Context: an optimization exercise on an open-source flow, tuned for small area. The choices shown serve that exercise and are no tape-out recipe.
The RTL was checked by simulation tests, not by an equivalence proof against the original design.
Power and IR drop assume default switching activity.

==> flow/design.v <==
module sseq (
    input  wire        clk,
    input  wire        rst,           
    input  wire        cmd_valid,
    output wire        cmd_ready,
    input  wire [15:0] cmd_word,
    output reg         rsp_valid,
    output wire [2:0]  rsp_code,
    output wire        bw_valid,
    output wire [7:0]  bw_ba,
    output wire [7:0]  bw_reg,
    output wire [7:0]  bw_val,
    input  wire        bw_done,
    input  wire        bw_err,        
    input  wire        tick_ms,
    output wire [7:0]  busaddr_q,
    output wire        init_q,
    output wire        busy_q,
    output wire [2:0]  lasterr_q,
    output wire        errsticky_q
);
    localparam [2:0] K_SET     = 3'd0;    
    localparam [2:0] K_STOP    = 3'd1;    
    localparam [2:0] K_STOPALL = 3'd2;
    localparam [2:0] K_IDLE    = 3'd3;
    reg  [2:0] kind;
    reg  [5:0] pc;           
    reg  [7:0] deg;          
    reg  [7:0] busaddr;
    reg        init;
    reg  [1:0] lasterr;
    reg        errsticky;
    wire       busy = (kind != K_IDLE);
    wire [4:0] step = pc[5:1];
    wire       half = pc[0];
    assign cmd_ready   = ~busy;
    assign busy_q      = busy;
    assign busaddr_q   = busaddr;
    assign bw_ba       = busaddr;
    assign init_q      = init;
    assign lasterr_q   = {1'b0, lasterr};
    assign rsp_code    = {1'b0, lasterr};
    assign errsticky_q = errsticky;
    wire [15:0] cw = cmd_word;
    wire is_setaddr = cw[15:8] == 8'h10;
    wire is_setch   = cw[15:11] == 5'b00100;
    wire is_stopch  = cw[15:11] == 5'b00110 && cw[7:0] == 8'h00;
    wire is_stopall = cw == 16'h4000;
    wire is_setlimb = cw[15:11] == 5'b01010;
    wire is_man     = cw[11:0] == 12'h000 &&
                      (cw[15:12] == 4'h6 || cw[15:12] == 4'h7 ||
                       cw[15:12] == 4'h8 || cw[15:12] == 4'h9);
    wire is_set     = is_setch || is_setlimb;
    wire bad_angle  = cw[7:0] > 8'd180;
    reg [1:0] pre_code;
    always @(*) begin
        if (is_set)
            pre_code = bad_angle ? 2'd2 : 2'd0;
        else if (is_stopch || is_stopall)
            pre_code = init ? 2'd0 : 2'd3;
        else if (is_setaddr || is_man)
            pre_code = 2'd0;
        else
            pre_code = 2'd1;
    end
    wire go_busy = (is_set && !bad_angle) || ((is_stopch || is_stopall) && init) || is_man;
    wire need_init = !init && (is_set || is_man);
    reg [2:0] acc_ch;
    always @(*) begin
        if (is_setlimb)
            case (cw[10:8])
                3'd0: acc_ch = 3'd5;  3'd1: acc_ch = 3'd4;
                3'd2: acc_ch = 3'd6;  3'd3: acc_ch = 3'd7;
                3'd4: acc_ch = 3'd1;  3'd5: acc_ch = 3'd0;
                3'd6: acc_ch = 3'd2;  default: acc_ch = 3'd3;
            endcase
        else if (is_set || is_stopch)
            acc_ch = cw[10:8];
        else
            acc_ch = 3'd0;
    end
    reg [2:0] acc_kind;
    always @(*) begin
        if (is_set)          acc_kind = K_SET;
        else if (is_stopch)  acc_kind = K_STOP;
        else if (is_stopall) acc_kind = K_STOPALL;
        else                 acc_kind = {1'b1, cw[15], cw[12]};
    end
    reg [13:0] rom;
    always @(*) begin
        case ({kind[1:0], step})
            7'd3: rom = {1'b0, 1'b0, 3'd4, 9'd272};
            7'd4: rom = {1'b0, 1'b0, 3'd7, 9'd272};
            7'd5: rom = {1'b0, 1'b0, 3'd0, 9'd272};
            7'd6: rom = {1'b0, 1'b0, 3'd3, 9'd272};
            7'd7: rom = {1'b0, 1'b0, 3'd5, 9'd272};
            7'd8: rom = {1'b0, 1'b0, 3'd6, 9'd272};
            7'd9: rom = {1'b0, 1'b0, 3'd1, 9'd272};
            7'd10: rom = {1'b0, 1'b1, 3'd2, 9'd272};
            7'd35: rom = {1'b0, 1'b0, 3'd3, 9'd385};
            7'd36: rom = {1'b0, 1'b0, 3'd2, 9'd385};
            7'd37: rom = {1'b0, 1'b0, 3'd3, 9'd272};
            7'd38: rom = {1'b1, 1'b0, 3'd0, 9'd0};
            7'd39: rom = {1'b0, 1'b0, 3'd7, 9'd158};
            7'd40: rom = {1'b0, 1'b0, 3'd6, 9'd158};
            7'd41: rom = {1'b0, 1'b0, 3'd7, 9'd272};
            7'd42: rom = {1'b1, 1'b0, 3'd0, 9'd0};
            7'd43: rom = {1'b0, 1'b0, 3'd4, 9'd158};
            7'd44: rom = {1'b0, 1'b0, 3'd0, 9'd158};
            7'd45: rom = {1'b0, 1'b0, 3'd5, 9'd385};
            7'd46: rom = {1'b0, 1'b0, 3'd1, 9'd385};
            7'd47: rom = {1'b0, 1'b0, 3'd4, 9'd272};
            7'd48: rom = {1'b0, 1'b0, 3'd0, 9'd272};
            7'd49: rom = {1'b1, 1'b0, 3'd0, 9'd0};
            7'd50: rom = {1'b0, 1'b0, 3'd7, 9'd158};
            7'd51: rom = {1'b0, 1'b0, 3'd3, 9'd385};
            7'd52: rom = {1'b0, 1'b0, 3'd6, 9'd272};
            7'd53: rom = {1'b0, 1'b0, 3'd2, 9'd272};
            7'd54: rom = {1'b0, 1'b0, 3'd7, 9'd272};
            7'd55: rom = {1'b0, 1'b0, 3'd3, 9'd272};
            7'd56: rom = {1'b1, 1'b1, 3'd0, 9'd0};
            7'd67: rom = {1'b0, 1'b0, 3'd4, 9'd357};
            7'd68: rom = {1'b0, 1'b0, 3'd5, 9'd187};
            7'd69: rom = {1'b1, 1'b0, 3'd0, 9'd0};
            7'd70: rom = {1'b0, 1'b0, 3'd4, 9'd272};
            7'd71: rom = {1'b1, 1'b0, 3'd0, 9'd0};
            7'd72: rom = {1'b0, 1'b0, 3'd0, 9'd357};
            7'd73: rom = {1'b0, 1'b0, 3'd1, 9'd187};
            7'd74: rom = {1'b1, 1'b0, 3'd0, 9'd0};
            7'd75: rom = {1'b0, 1'b0, 3'd0, 9'd272};
            7'd76: rom = {1'b1, 1'b0, 3'd0, 9'd0};
            7'd77: rom = {1'b0, 1'b0, 3'd3, 9'd357};
            7'd78: rom = {1'b0, 1'b0, 3'd2, 9'd187};
            7'd79: rom = {1'b1, 1'b0, 3'd0, 9'd0};
            7'd80: rom = {1'b0, 1'b0, 3'd3, 9'd272};
            7'd81: rom = {1'b1, 1'b0, 3'd0, 9'd0};
            7'd82: rom = {1'b0, 1'b0, 3'd7, 9'd357};
            7'd83: rom = {1'b0, 1'b0, 3'd6, 9'd187};
            7'd84: rom = {1'b1, 1'b0, 3'd0, 9'd0};
            7'd85: rom = {1'b0, 1'b0, 3'd7, 9'd272};
            7'd86: rom = {1'b1, 1'b0, 3'd0, 9'd0};
            7'd87: rom = {1'b0, 1'b0, 3'd4, 9'd272};
            7'd88: rom = {1'b0, 1'b0, 3'd7, 9'd272};
            7'd89: rom = {1'b0, 1'b0, 3'd0, 9'd272};
            7'd90: rom = {1'b0, 1'b0, 3'd3, 9'd272};
            7'd91: rom = {1'b0, 1'b0, 3'd5, 9'd272};
            7'd92: rom = {1'b0, 1'b0, 3'd6, 9'd272};
            7'd93: rom = {1'b0, 1'b0, 3'd1, 9'd272};
            7'd94: rom = {1'b0, 1'b0, 3'd2, 9'd272};
            7'd95: rom = {1'b1, 1'b1, 3'd0, 9'd0};
            7'd99: rom = {1'b0, 1'b0, 3'd7, 9'd187};
            7'd100: rom = {1'b0, 1'b0, 3'd6, 9'd357};
            7'd101: rom = {1'b1, 1'b0, 3'd0, 9'd0};
            7'd102: rom = {1'b0, 1'b0, 3'd7, 9'd272};
            7'd103: rom = {1'b1, 1'b0, 3'd0, 9'd0};
            7'd104: rom = {1'b0, 1'b0, 3'd3, 9'd187};
            7'd105: rom = {1'b0, 1'b0, 3'd2, 9'd357};
            7'd106: rom = {1'b1, 1'b0, 3'd0, 9'd0};
            7'd107: rom = {1'b0, 1'b0, 3'd3, 9'd272};
            7'd108: rom = {1'b1, 1'b0, 3'd0, 9'd0};
            7'd109: rom = {1'b0, 1'b0, 3'd0, 9'd187};
            7'd110: rom = {1'b0, 1'b0, 3'd1, 9'd357};
            7'd111: rom = {1'b1, 1'b0, 3'd0, 9'd0};
            7'd112: rom = {1'b0, 1'b0, 3'd0, 9'd272};
            7'd113: rom = {1'b1, 1'b0, 3'd0, 9'd0};
            7'd114: rom = {1'b0, 1'b0, 3'd4, 9'd187};
            7'd115: rom = {1'b0, 1'b0, 3'd5, 9'd357};
            7'd116: rom = {1'b1, 1'b0, 3'd0, 9'd0};
            7'd117: rom = {1'b0, 1'b0, 3'd4, 9'd272};
            7'd118: rom = {1'b1, 1'b0, 3'd0, 9'd0};
            7'd119: rom = {1'b0, 1'b0, 3'd4, 9'd272};
            7'd120: rom = {1'b0, 1'b0, 3'd7, 9'd272};
            7'd121: rom = {1'b0, 1'b0, 3'd0, 9'd272};
            7'd122: rom = {1'b0, 1'b0, 3'd3, 9'd272};
            7'd123: rom = {1'b0, 1'b0, 3'd5, 9'd272};
            7'd124: rom = {1'b0, 1'b0, 3'd6, 9'd272};
            7'd125: rom = {1'b0, 1'b0, 3'd1, 9'd272};
            7'd126: rom = {1'b0, 1'b0, 3'd2, 9'd272};
            7'd127: rom = {1'b1, 1'b1, 3'd0, 9'd0};
            default: rom = 14'd0;
        endcase
    end
    wire       rom_pz   = rom[13];
    wire       rom_last = rom[12];
    wire [2:0] rom_ch   = rom[11:9];
    wire [8:0] rom_p    = rom[8:0];
    wire [17:0] qt    = {10'd0, deg} * 18'd113 + 18'd984;
    wire [8:0]  pulse = {deg, 1'b0} + 9'd102 - {4'd0, qt[14:10]};
    wire        pulse_hi = deg >= 8'd82;
    wire setstop = (kind[2:1] == 2'b00);
    wire in_init = (step[1:0] != 2'd3) && (setstop || step[4:2] == 3'd0);
    wire is_pause = kind[2] && !in_init && rom_pz;
    wire [2:0] sa_ch = step[2:0] + 3'd5;           
    reg        last;
    reg [2:0]  ch;
    reg [7:0]  wval;
    always @(*) begin
        if (setstop) begin
            last = 1'b1;
            ch   = step[4:2];
            wval = (kind[0] == 1'b0) ? (half ? {7'd0, pulse_hi} : pulse[7:0]) : 8'h00;
        end else if (kind[2] == 1'b0) begin
            last = (step == 5'd10);
            ch   = sa_ch;
            wval = 8'h00;
        end else begin
            last = rom_last;
            ch   = rom_ch;
            wval = half ? {7'd0, rom_p[8]} : rom_p[7:0];
        end
    end
    reg [7:0] ireg, ival;
    always @(*) begin
        case ({step[1:0], half})
            3'b000:  begin ireg = 8'hFE; ival = 8'h79; end
            3'b001:  begin ireg = 8'hFA; ival = 8'h00; end
            3'b010:  begin ireg = 8'hFB; ival = 8'h00; end
            3'b011:  begin ireg = 8'hFC; ival = 8'h00; end
            3'b100:  begin ireg = 8'hFD; ival = 8'h00; end
            default: begin ireg = 8'h00; ival = 8'h01; end
        endcase
    end
    wire [3:0] ch2 = {1'b0, ch} + 4'd2;
    assign bw_valid = busy && !is_pause;
    assign bw_reg   = in_init ? ireg : {2'b00, ch2, 1'b0, half};
    assign bw_val   = in_init ? ival : wval;
    wire t99 = deg[6] & deg[5] & deg[1] & deg[0];    
    always @(posedge clk) begin
        if (rst) begin
            kind      <= K_IDLE;
            busaddr   <= 8'h40;
            init      <= 1'b0;
            lasterr   <= 2'd0;
            errsticky <= 1'b0;
            rsp_valid <= 1'b0;
        end else begin
            rsp_valid <= 1'b0;
            if (!busy) begin
                if (cmd_valid) begin
                    deg <= cw[7:0];
                    pc  <= {acc_ch, need_init ? 2'b00 : 2'b11, 1'b0};
                    if (go_busy) begin
                        kind <= acc_kind;
                    end else begin
                        rsp_valid <= 1'b1;
                        lasterr   <= pre_code;
                        if (pre_code != 2'd0)
                            errsticky <= 1'b1;
                        if (is_setaddr)
                            busaddr <= cw[7:0];
                    end
                end
            end else if (bw_valid ? bw_done : (half || (tick_ms && t99))) begin
                if (half && !in_init && last) begin
                    kind      <= K_IDLE;
                    rsp_valid <= 1'b1;
                    lasterr   <= 2'd0;
                    init      <= 1'b1;
                end else begin
                    pc <= pc + 6'd1;
                end
                if (!bw_valid)
                    deg <= 8'd0;
            end else if (!bw_valid && tick_ms) begin
                deg <= deg + 8'd1;
            end
        end
    end
endmodule
==> flow/run.sh <==
#!/bin/bash
# synth_recipe.tcl (not shown) runs the flow's synth.tcl, then flattens the netlist and writes it again
# the make line also repeats each setting of config.mk as NAME=value (left out here)
make -C /OpenROAD-flow-scripts/flow DESIGN_CONFIG=/design/flow/config.mk WORK_HOME=/design/flow/orfs CLKGATE_MAP_FILE= SYNTH_SCRIPT=/design/flow/synth_recipe.tcl finish
==> flow/config.mk <==
export PLATFORM = sky130hd
export DESIGN_NAME = sseq
export DESIGN_NICKNAME = sseq
export VERILOG_FILES = /design/flow/design.v
export SDC_FILE = /design/flow/constraint.sdc
export NUM_CORES = 4
export LEC_CHECK = 0
export CAP_MARGIN = 20
export CORE_MARGIN = 2
export CORE_UTILIZATION = 40
export SLEW_MARGIN = 20
==> flow/constraint.sdc <==
create_clock -name core_clock -period 20.0 [get_ports {clk}]
set_input_delay 4.0000 -clock core_clock [delete_from_list [all_inputs] [get_ports {clk}]]
set_output_delay 4.0000 -clock core_clock [all_outputs]
set_load 0.01 [all_outputs]
==> impl_metrics.json, run 1 <==
{
  "dr.pass1.iters": 5,
  "layout-drive-gt1-share_pct": 5.10,
  "fin_util_pct": 47.9,
  "synth_fa_ha_area_share_pct": 22.4,
  "syn_area_sq_um": 4730,
  "numCtsBuffers": 5,
  "synthSimpleGateAreaFrac_pct": 21.4,
  "place_congestion": 0.923,
  "rsz0062_at_grt": "no",
  "synth_top_family_by_area": "compound AO/OA/AOI/OAI gates",
  "fin_hold_ws_ns": 0.446,
  "required_ns": 16.00,
  "hold_violations": 0,
  "syn_avg_cell_area_sq_um": 7.85,
  "dieArea_sq_um": 12700,
  "p_leak_nw": 2.19,
  "fill_cells": 1117,
  "fin_crit_sh_pct": 54.6,
  "antenna_found_initial": 0,
  "finalWirelength_mm": 13.1,
  "yosysTopAreaCell": "ha_1",
  "crit_top_cell": "ha_1",
  "synth_compound_area_share_pct": 25.1,
  "drv_slew": 0,
  "first_iter_violations": 200,
  "netlist.area_leader.share_pct": 19.0,
  "htreeDepth": 2,
  "startpoint": "deg[1]",
  "antenna_left": 0,
  "netlist_top_cells_count": "ha_1 (72), nand2_1 (44), a21oi_1 (42), inv_1 (35), o21ai_0 (35)",
  "cts.path.max_buffers": 2,
  "placed_area_sq_um": 5320,
  "critPathMaxFanout": 9,
  "hp-start": "errsticky",
  "post_synth_num_cell_types": 77,
  "vdd_drop_max_mv": 0.0584,
  "num_rows": 39,
  "num_antenna_cells": 0,
  "worstSetupEndpointType": "output pin",
  "grt_pass1_vias": 4313,
  "hold_buffers": 0,
  "skew_ns": 0.00778,
  "hpwlAfterDp_mm": 9.85,
  "relSlewSlack_pct": 35.2,
  "final_cells": 770,
  "dr_total_vias": 4527,
  "synth_edf_count": 14,
  "tightest_slew_ns": 0.971,
  "postCtsResizedCells": 0,
  "clkLatencyLatePin_ns": 0.28,
  "die_y_um": 113,
  "final_area_sq_um": 5490,
  "p_per_area_nw_per_um2": 58.7,
  "setup_viol": 0,
  "min_period_ns": 10.93,
  "drv_cap": 0,
  "grt_pass1_wl_mm": 21.7,
  "dpl.cell_count": 762,
  "cts_setup_buffers": 0,
  "wire_per_inst_um": 17.0,
  "hold_path.class": "flip-flop to flip-flop",
  "syn_to_final_growth_pct": 16.0,
  "netlist_instances": 603,
  "yosys.cell_count.top_type": "ha_1",
  "via_per_inst": 5.88,
  "synthArstFlopShare_pct": 0,
  "cts.clk_slew.worst_paths_ns": 0.05,
  "root_buffer": "clkbuf_16",
  "reg2reg_slack_ns": 16.20,
  "layout.nets": 728,
  "grt_use_total_pct": 20.4,
  "ys.flop_type": "dfxtp_1",
  "slowest_stage": "clkdlybuf4s50_1",
  "yosysWarnings": 1,
  "crit_family": "adder cells",
  "fin_setup_tns_ns": 0,
  "fmax_mhz": 91.5,
  "synth_xor_xnor_area_share_pct": 4.44,
  "core-area_sq_um": 11500,
  "synthMuxAreaShare_pct": 2.59,
  "timing.rr.start": "pc[2]",
  "drt_drc_violations_left": 0,
  "crit_type": "flip-flop to output pin",
  "yosys-top-cells-area": "ha_1 (19%), edfxtp_1 (8.9%), dfxtp_1 (6.8%)",
  "grt_max_degree": 51,
  "critical_path.cell_chain": "inv_1 -> ha_1 -> inv_1 -> fa_1 -> fa_1 -> ha_1 -> ha_1 -> a21oi_1 -> o221ai_1 -> a21oi_1 -> o21ai_0 -> o31ai_1 -> xor2_1 -> ha_1 -> ha_1 -> nor2b_1 -> o21ai_0 -> nand2b_1 -> a211oi_1 -> mux2_2 -> a311oi_1 -> clkdlybuf4s50_1",
  "setup_slack_ns": 9.07,
  "overflow": 0,
  "cts_tree": "built",
  "initial_core_util_pct": 41.3,
  "ios": 66,
  "fin_total_pwr_mw": 0.322,
  "die_x_um": 113,
  "numPortBuffers": 62,
  "place_ws_ns": 9.40,
  "slowest_delay_ns": 0.59,
  "worst_setup_path_start_kind": "flip-flop",
  "ys_seq_area_share_pct": 15.6,
  "ys_ff_latch": 30,
  "arrival_ns": 6.93,
  "cts.sinks": 30,
  "worst-path-buf-inv": 3,
  "outcome": "no timing/DRC/antenna violations"
}
[path summary, 6_finish.rpt]
path,endpoint,depth (start not counted)
max reg2reg,pc[5],8
min reg2reg,errsticky,2
min,errsticky,2
max,bw_val[7],22
[state kept, by name (all words and copies together), names as in the netlist]
signal	cells
rsp_valid	1
lasterr	2
init	1
errsticky	1
deg	8
kind	3
pc	6
busaddr	8
[tightest hold or removal path, stage by stage, from the launching register on]
cell     delay (ns)
dfxtp_1        0.30
inv_1          0.04
a21oi_1        0.05
[report_power, final]
group	total, mW	leakage (nW)	switching (mW)	internal, mW
Sequential	0.0713	0.259	0.00434	0.0669
Combinational	0.163	1.85	0.0888	0.0745
Clock	0.0878	0.0841	0.0258	0.0621
Total	0.322	2.19	0.119	0.204
[cell usage in the layout (no fill, tap or decap), types with 14 or more instances in the layout]
cell type	n
nor3_1	17
o21ai_0	35
nor2_1	33
inv_1	35
a21oi_1	42
xnor2_1	18
nand3_1	24
clkdlybuf4s50_1	62
nand2b_1	14
nand2_1	44
edfxtp_1	14
ha_1	72
dfxtp_1	16
[area by class of cell]
cell class	instances	area (sq um)	area share [%]
Multi-Input combinational cell	485	3600	65.7
Sequential cell	30	741	13.5
Timing Repair Buffer	66	651	11.9
Tap cell	143	179	3.26
Clock buffer	7	143	2.60
Inverter	38	143	2.60
Clock inverter	1	30.0	0.547
[kinds of logic (layout without fill, tap and decap cells)]
group           count (synthesis)  after routing
simple gates                  191            191
compound gates                176            176
buf+inv                        89            112
fa+ha+maj                      80             80
flops                          30             30
xor+xnor                       24             24
mux                            12             12
other cells                     1              2
[per-layer routing]
metal,GRT usage (%),vias to the layer above,wire (um)
met5,0,-,0
met1,28.1,2125,6160
met2,33.2,147,5900
met4,6.18,0,220
li1,-,2238,-
met3,2.84,17,785
==> run 2: changes to the inputs <==
--- a/flow/config.mk
+++ b/flow/config.mk
@@ -7,2 +7,3 @@
 export LEC_CHECK = 0
+export ABC_AREA = 1
 export CAP_MARGIN = 20
==> impl_metrics.json, run 2 <==
{
  "relSlewSlack_pct": 40.7,
  "hold_violations": 0,
  "netlist.area_leader.share_pct": 19.6,
  "ys.flop_type": "dfxtp_1",
  "hold_path.class": "flip-flop to flip-flop",
  "reg2reg_slack_ns": 16.82,
  "numPortBuffers": 62,
  "hold_buffers": 0,
  "root_buffer": "clkbuf_16",
  "synth_edf_count": 14,
  "crit_type": "flip-flop to output pin",
  "antenna_left": 0,
  "place_congestion": 0.937,
  "p_per_area_nw_per_um2": 69.3,
  "worst_setup_path_start_kind": "flip-flop",
  "overflow": 0,
  "postCtsResizedCells": 0,
  "grt_pass1_wl_mm": 21.1,
  "vdd_drop_max_mv": 0.0576,
  "core-area_sq_um": 11300,
  "cts.clk_slew.worst_paths_ns": 0.05,
  "setup_viol": 0,
  "syn_to_final_growth_pct": 16.4,
  "critPathMaxFanout": 8,
  "drt_drc_violations_left": 0,
  "required_ns": 16.00,
  "numCtsBuffers": 5,
  "syn_area_sq_um": 4600,
  "arrival_ns": 6.07,
  "ys_seq_area_share_pct": 16.1,
  "ys_ff_latch": 30,
  "yosys-top-cells-area": "ha_1 (20%), nand2_1 (13%), edfxtp_1 (9.1%)",
  "skew_ns": 0.00570,
  "fin_util_pct": 47.3,
  "wire_per_inst_um": 14.5,
  "fin_setup_tns_ns": 0,
  "dieArea_sq_um": 12400,
  "synthArstFlopShare_pct": 0,
  "die_y_um": 111,
  "rsz0062_at_grt": "no",
  "num_rows": 39,
  "cts.path.max_buffers": 2,
  "cts_tree": "built",
  "dr.pass1.iters": 5,
  "min_period_ns": 10.07,
  "fin_crit_sh_pct": 50.4,
  "layout.nets": 829,
  "grt_use_total_pct": 20.3,
  "worstSetupEndpointType": "output pin",
  "clkLatencyLatePin_ns": 0.27,
  "netlist_instances": 692,
  "syn_avg_cell_area_sq_um": 6.64,
  "die_x_um": 111,
  "num_antenna_cells": 0,
  "tightest_slew_ns": 0.889,
  "htreeDepth": 2,
  "via_per_inst": 5.31,
  "top_regs": "busaddr (8), deg (8), pc (6)",
  "layout_commonest_cell": "nand2_1",
  "grt_max_degree": 26,
  "slowest_delay_ns": 0.55,
  "layout-drive-gt1-share_pct": 5.22,
  "hpwlAfterDp_mm": 9.96,
  "drv_slew": 0,
  "fmax_mhz": 99.3,
  "netlist_top_cells_count": "nand2_1 (161), inv_1 (81), ha_1 (72), nor2_1 (60), nand3_1 (59)",
  "cts.sinks": 30,
  "antenna_found_initial": 0,
  "first_iter_violations": 261,
  "finalWirelength_mm": 12.7,
  "fin_hold_ws_ns": 0.454,
  "dr_total_vias": 4626,
  "cts_setup_buffers": 0,
  "initial_core_util_pct": 40.6,
  "yosysWarnings": 1,
  "p_leak_nw": 2.67,
  "final_cell_mix": "nand2_1 (161), inv_1 (81), ha_1 (72)",
  "setup_slack_ns": 9.93,
  "fill_cells": 1194,
  "yosysTopAreaCell": "ha_1",
  "place_ws_ns": 10.17,
  "ios": 66,
  "yosys.cell_count.top_type": "nand2_1",
  "drv_cap": 0,
  "grt_pass1_vias": 4454,
  "slowest_stage": "clkdlybuf4s50_1",
  "post_synth_num_cell_types": 46,
  "crit_top_cell": "inv_1",
  "outcome": "no timing/DRC/antenna violations"
}
## run 2: logic make-up (layout without fill, tap and decap cells)
| kind of cell | Yosys count | after routing | synth area share (%) |
|---|---|---|---|
| flops | 30 | 30 | 16.1 |
| other cells | 1 | 2 | 0.0816 |
| xor+xnor | 19 | 19 | 3.62 |
| buf+inv | 124 | 159 | 12.0 |
| fa+ha+maj | 80 | 80 | 23.1 |
| simple gates | 319 | 319 | 30.4 |
| compound gates | 119 | 119 | 14.6 |
## run 2: report_power, final
part	leakage, nW	switching (mW)	total, mW	internal (mW)
registers	0.260	0.00772	0.0756	0.0679
logic	2.32	0.122	0.210	0.0887
clock network	0.0836	0.0266	0.0848	0.0582
total	2.67	0.156	0.371	0.215
## run 2: routing by layer
metal,vias up,part of all wire [%],track usage [%]
met1,2116,47,27.8
met3,18,6.2,2.41
met5,-,0,0
met2,161,45,34.1
li1,2331,-,-
met4,0,1.4,4.69
## run 2: stage by stage
| step | instance area [sq um] | std cells | total power, mW |
|---|---|---|---|
| 2_1_floorplan | 4600 | 693 | 0.232 |
| 3_3_place_gp | 5180 | 863 | 0.282 |
| 3_5_place_dp | 5180 | 863 | 0.289 |
| 4_1_cts | 5350 | 871 | 0.375 |
| 5_1_grt | 5350 | 871 | 0.408 |
| 6_report | 5350 | 871 | 0.371 |
## run 2: cell type report
type,count,area [sq um],area share (%)
Timing Repair Buffer,63,628,11.7
Clock buffer,5,125,2.34
Clock inverter,3,40.0,0.748
Multi-Input combinational cell,539,3310,61.8
Inverter,88,330,6.17
Tap cell,143,179,3.34
Sequential cell,30,741,13.8
## run 2: critical path: cells and delay by family (launching register included)
kind / cells / cell delay (ns)
fa+ha+maj: 8 / 2.68
buf+inv: 7 / 1.00
compound gates: 4 / 0.78
simple gates: 8 / 0.65
flops: 1 / 0.49
xor+xnor: 1 / 0.17
## run 2: final timing paths
| kind | start | depth (start not counted) | end |
|---|---|---|---|
| max | deg[1] | 28 | bw_val[7] |
| min | errsticky | 2 | errsticky |
| max reg2reg | pc[1] | 12 | pc[5] |
| min reg2reg | errsticky | 2 | errsticky |

==> re-timing with driven ports <==
In the flow no input, the clock included, has a driving cell. The finished layouts below were timed again as built, in two steps.
Step 1: set_driving_cell puts a clkbuf_16 on clk and a buf_2 on each other input, an assumption about the parent block.
Step 2, shift: input delay + t, output delay - t, t = (earliest + latest rising clock arrival at the registers) / 2. This alone moves slack from input paths to output paths.
a / b / c = no drivers / after step 1 / after step 2; a / b = the first two.
| run | shift t [ns] | setup slack, ns | hold WS [ns] | pins driven straight from the clock port |
|---|---|---|---|---|
| run 1 | 0.302 | 9.075 / 9.047 / 9.349 | 0.446 / 0.446 / 0.446 | 1 |
| run 2 | 0.304 | 9.927 / 9.895 / 10.199 | 0.454 / 0.454 / 0.454 | 1 |
After both steps setup and hold are still met in every run listed.
